This is an optimization exercise on Yosys and OpenROAD, whose aim is small area and few clock cycles, not a production implementation.
In this exercise RTL edits were held to simulation tests only and were not proved equivalent to the original.
Power figures rest on the tool's default switching activity, not on a simulated workload.

old:
// n2k_rx
module n2k_rx (
    input  wire        clk,
    input  wire        rst,
    input  wire        cfg_mode,           
    input  wire [3:0]  cfg_inc_valid,
    input  wire [71:0] cfg_inc_pgn,
    input  wire [3:0]  cfg_exc_valid,
    input  wire [71:0] cfg_exc_pgn,
    input  wire [1:0]  cfg_fast_valid,
    input  wire [35:0] cfg_fast_pgn,
    input  wire [31:0] cfg_min_interval,
    input  wire        rx_valid,
    output wire        rx_ready,
    input  wire [7:0]  rx_byte,
    input  wire [31:0] rx_now,
    output reg         out_valid,
    output reg         out_last,
    output reg  [17:0] out_pgn,
    output reg  [7:0]  out_src,
    output reg  [7:0]  out_len,
    output reg  [7:0]  out_data,
    output reg         diag_valid,
    output reg  [4:0]  diag_code,
    output reg  [17:0] diag_pgn
);
    localparam [4:0] X_RUNT       = 5'd1,
                     X_SHORT      = 5'd2,
                     X_DLEN       = 5'd3,
                     X_FP_NOSTART = 5'd4,
                     X_FP_SEQ     = 5'd5,
                     X_FP_DUP     = 5'd6,
                     X_FP_EMPTY   = 5'd7,
                     X_FP_NOLEN   = 5'd8,
                     N_FILTERED   = 5'd16,
                     N_THROTTLED  = 5'd17;
    localparam SFD = 2;               
    localparam TKD = SFD + 4;         
  ...
For scale: about 7700 cells after synthesis, about 4400 flip-flops, roughly 340 I/O pins, ~120000 um2 of cells after synthesis.
make LEC_CHECK=0 CAP_MARGIN=20 CORE_MARGIN=2 CORE_UTILIZATION=60 CTS_CLUSTER_DIAMETER=60 CTS_CLUSTER_SIZE=32 SLEW_MARGIN=20 SYNTH_MEMORY_MAX_BITS=8192 finish   # period 14.0 ns
run.sh (not shown) runs the stock make flow with config.mk's settings and CLKGATE_MAP_FILE= SYNTH_SCRIPT=/design/flow/synth_recipe.tcl, a recipe that flattens the netlist after the stock synthesis.
Testbench counts of old, summed over its fixed seeds: cycles 97,540.
Setup changes, old to new
diff --git a/flow/config.mk b/flow/config.mk
--- a/flow/config.mk
+++ b/flow/config.mk
@@ -8,7 +8,5 @@
 export CAP_MARGIN = 20
 export CORE_MARGIN = 2
-export CORE_UTILIZATION = 60
-export CTS_CLUSTER_DIAMETER = 60
-export CTS_CLUSTER_SIZE = 32
+export CORE_UTILIZATION = 40
 export SLEW_MARGIN = 20
 export SYNTH_MEMORY_MAX_BITS = 8192
==> results.txt <==
Between old and new, the sequential power figures differ only marginally. Measured against each other, new and old differ in y dimension of the die, the lower figure coming from old. The more densely filled core belongs to old, not new. Compared new against old; multi-input logic area within noise. Antenna diode count (lower): new. For new, the source of the critical timing path was cfg_fast_pgn[10], unlike old, where it was cfg_fast_pgn[2]. Of new and old, it is new that has the higher total power consumption of the routed design. Compared with old, in new worst hold slack decreased by 31 ps relative to the old numbers, total number of vias increased by 1901 relative to the old numbers, placeable core region went up, setup slack went up by 37 ps.

========
Another version of the RTL of n2k_rx (not shown whole).
Size: roughly 7,700 cells after synthesis, ~340 I/O pins.
==> flow/config.mk <==
export PLATFORM = sky130hd
export DESIGN_NAME = n2k_rx
export DESIGN_NICKNAME = n2k_rx
export VERILOG_FILES = /design/flow/design.v
export SDC_FILE = /design/flow/constraint.sdc
export NUM_CORES = 4
export LEC_CHECK = 0
export CAP_MARGIN = 20
export CORE_MARGIN = 2
export CORE_UTILIZATION = 60
export SLEW_MARGIN = 20
export SYNTH_MEMORY_MAX_BITS = 8192
==> flow/constraint.sdc <==
create_clock -name core_clock -period 14.0 [get_ports {clk}]
set_input_delay 2.8000 -clock core_clock [delete_from_list [all_inputs] [get_ports {clk}]]
set_output_delay 2.8000 -clock core_clock [all_outputs]
set_load 0.01 [all_outputs]
standard.sh (not shown) runs the stock make flow with config.mk's settings and CLKGATE_MAP_FILE= SYNTH_SCRIPT=/design/flow/synth_recipe.tcl, a recipe that flattens the netlist after the stock synthesis.
==> flow/flow/run.sh <==
#!/bin/bash
set -euo pipefail
export CTS_ARGS="-sink_clustering_enable -repair_clock_nets -dont_use_dummy_load -sink_clustering_size 24 -sink_clustering_max_diameter 50"
bash standard.sh > standard.log 2>&1
Testbench counts at the start, summed over its fixed seeds: cycles 97,540.
Edit:
==> flow/flow/run.sh (replaced) <==
#!/bin/bash
set -euo pipefail
export CTS_ARGS="-sink_clustering_enable -repair_clock_nets -dont_use_dummy_load -sink_clustering_size 32 -sink_clustering_max_diameter 60"
bash standard.sh > standard.log 2>&1
CORE_UTILIZATION = 70   (was 60)
Routed wire length rises by 13%.
Synthesized cell count stays the same.
Sequential share of layout area goes up by 1.8 points.
Design area fell by 2.4%.
Flip-flop and latch count does not change.
Hold slack got worse by 6.9 ps.
Maximum frequency goes down by 0.40%.
Sequential power stays flat.
Clock-buffer cell count fell by 108.
Global-route usage grows by 7.6 points.

========
## run a
Starting RTL as in the previous note.
clock: 14.0 ns
lec_check: 0
cap_margin: 20
core_margin: 2
core_utilization: 60
slew_margin: 20
synth_memory_max_bits: 8192
==> flow/flow/run.sh <==
#!/bin/bash
set -euo pipefail
export CTS_ARGS="-sink_clustering_enable -repair_clock_nets -dont_use_dummy_load"
bash standard.sh > standard.log 2>&1
Run a finished every stage and its layout cleared the timing, design-rule and antenna checks.
Testbench counts of run a, summed over its fixed seeds: cycles 97,540.
Setup changes, run a to run b
==> flow/flow/run.sh <==
#!/bin/bash
set -euo pipefail
export CTS_ARGS="-sink_clustering_enable -repair_clock_nets -dont_use_dummy_load -sink_clustering_size 32 -sink_clustering_max_diameter 60"
bash standard.sh > standard.log 2>&1
## What came out
Against run a, total power in run b fell by more than 10%.
Changes observed in run b relative to run a: global routing usage summed across all routing layers has decreased; final worst setup slack has decreased; design area has decreased; final non-filler cell total has decreased; clock period minus worst slack has increased.
Taking run a as the reference, in run b met1 routed wirelength after detailed routing lost about 0.9%; CTS buffer count lost 54%; post-synthesis to final-layout area growth lost 4.7 points.

afterwards: timing with drivers on the ports:
Ports are ideal in the flow. The routed layouts listed here were re-timed in OpenROAD.
Step 1: set_driving_cell puts a clkbuf_16 on clk and a buf_2 on each other input, an assumption about the parent block.
Step 2 times the ports against the registers' clock, not the clock port: input delays grow and output delays shrink by t, the midpoint of the rising clock arrivals with the driver on.
Slacks: ideal / step 1 / step 2; pairs: ideal / step 1.
run | shift t [ns] | setup WS [ns] | hold WS [ns] | worst setup path at the end
old | 0.928 | 2.643 / 2.675 / 1.747 | 0.311 / 0.311 / 0.311 | input to register
new | 0.988 | 2.680 / 2.746 / 1.758 | 0.280 / 0.280 / 0.280 | input to register
the first run of note 2 | 0.983 | 3.022 / 3.085 / 2.102 | 0.276 / 0.276 / 0.276 | input to register
the second run of note 2 | 0.919 | 2.978 / 3.024 / 2.105 | 0.269 / 0.269 / 0.269 | input to register
run a | 1.015 | 3.061 / 3.129 / 2.114 | 0.273 / 0.273 / 0.273 | input to register
run b | 0.888 | 3.009 / 3.072 / 2.184 | 0.285 / 0.285 / 0.285 | input to register
After both steps setup and hold are still met in every run listed. For run a, which loses most, drivers alone change the setup slack by +0.068 ns; drivers and shift together by -0.947 ns.
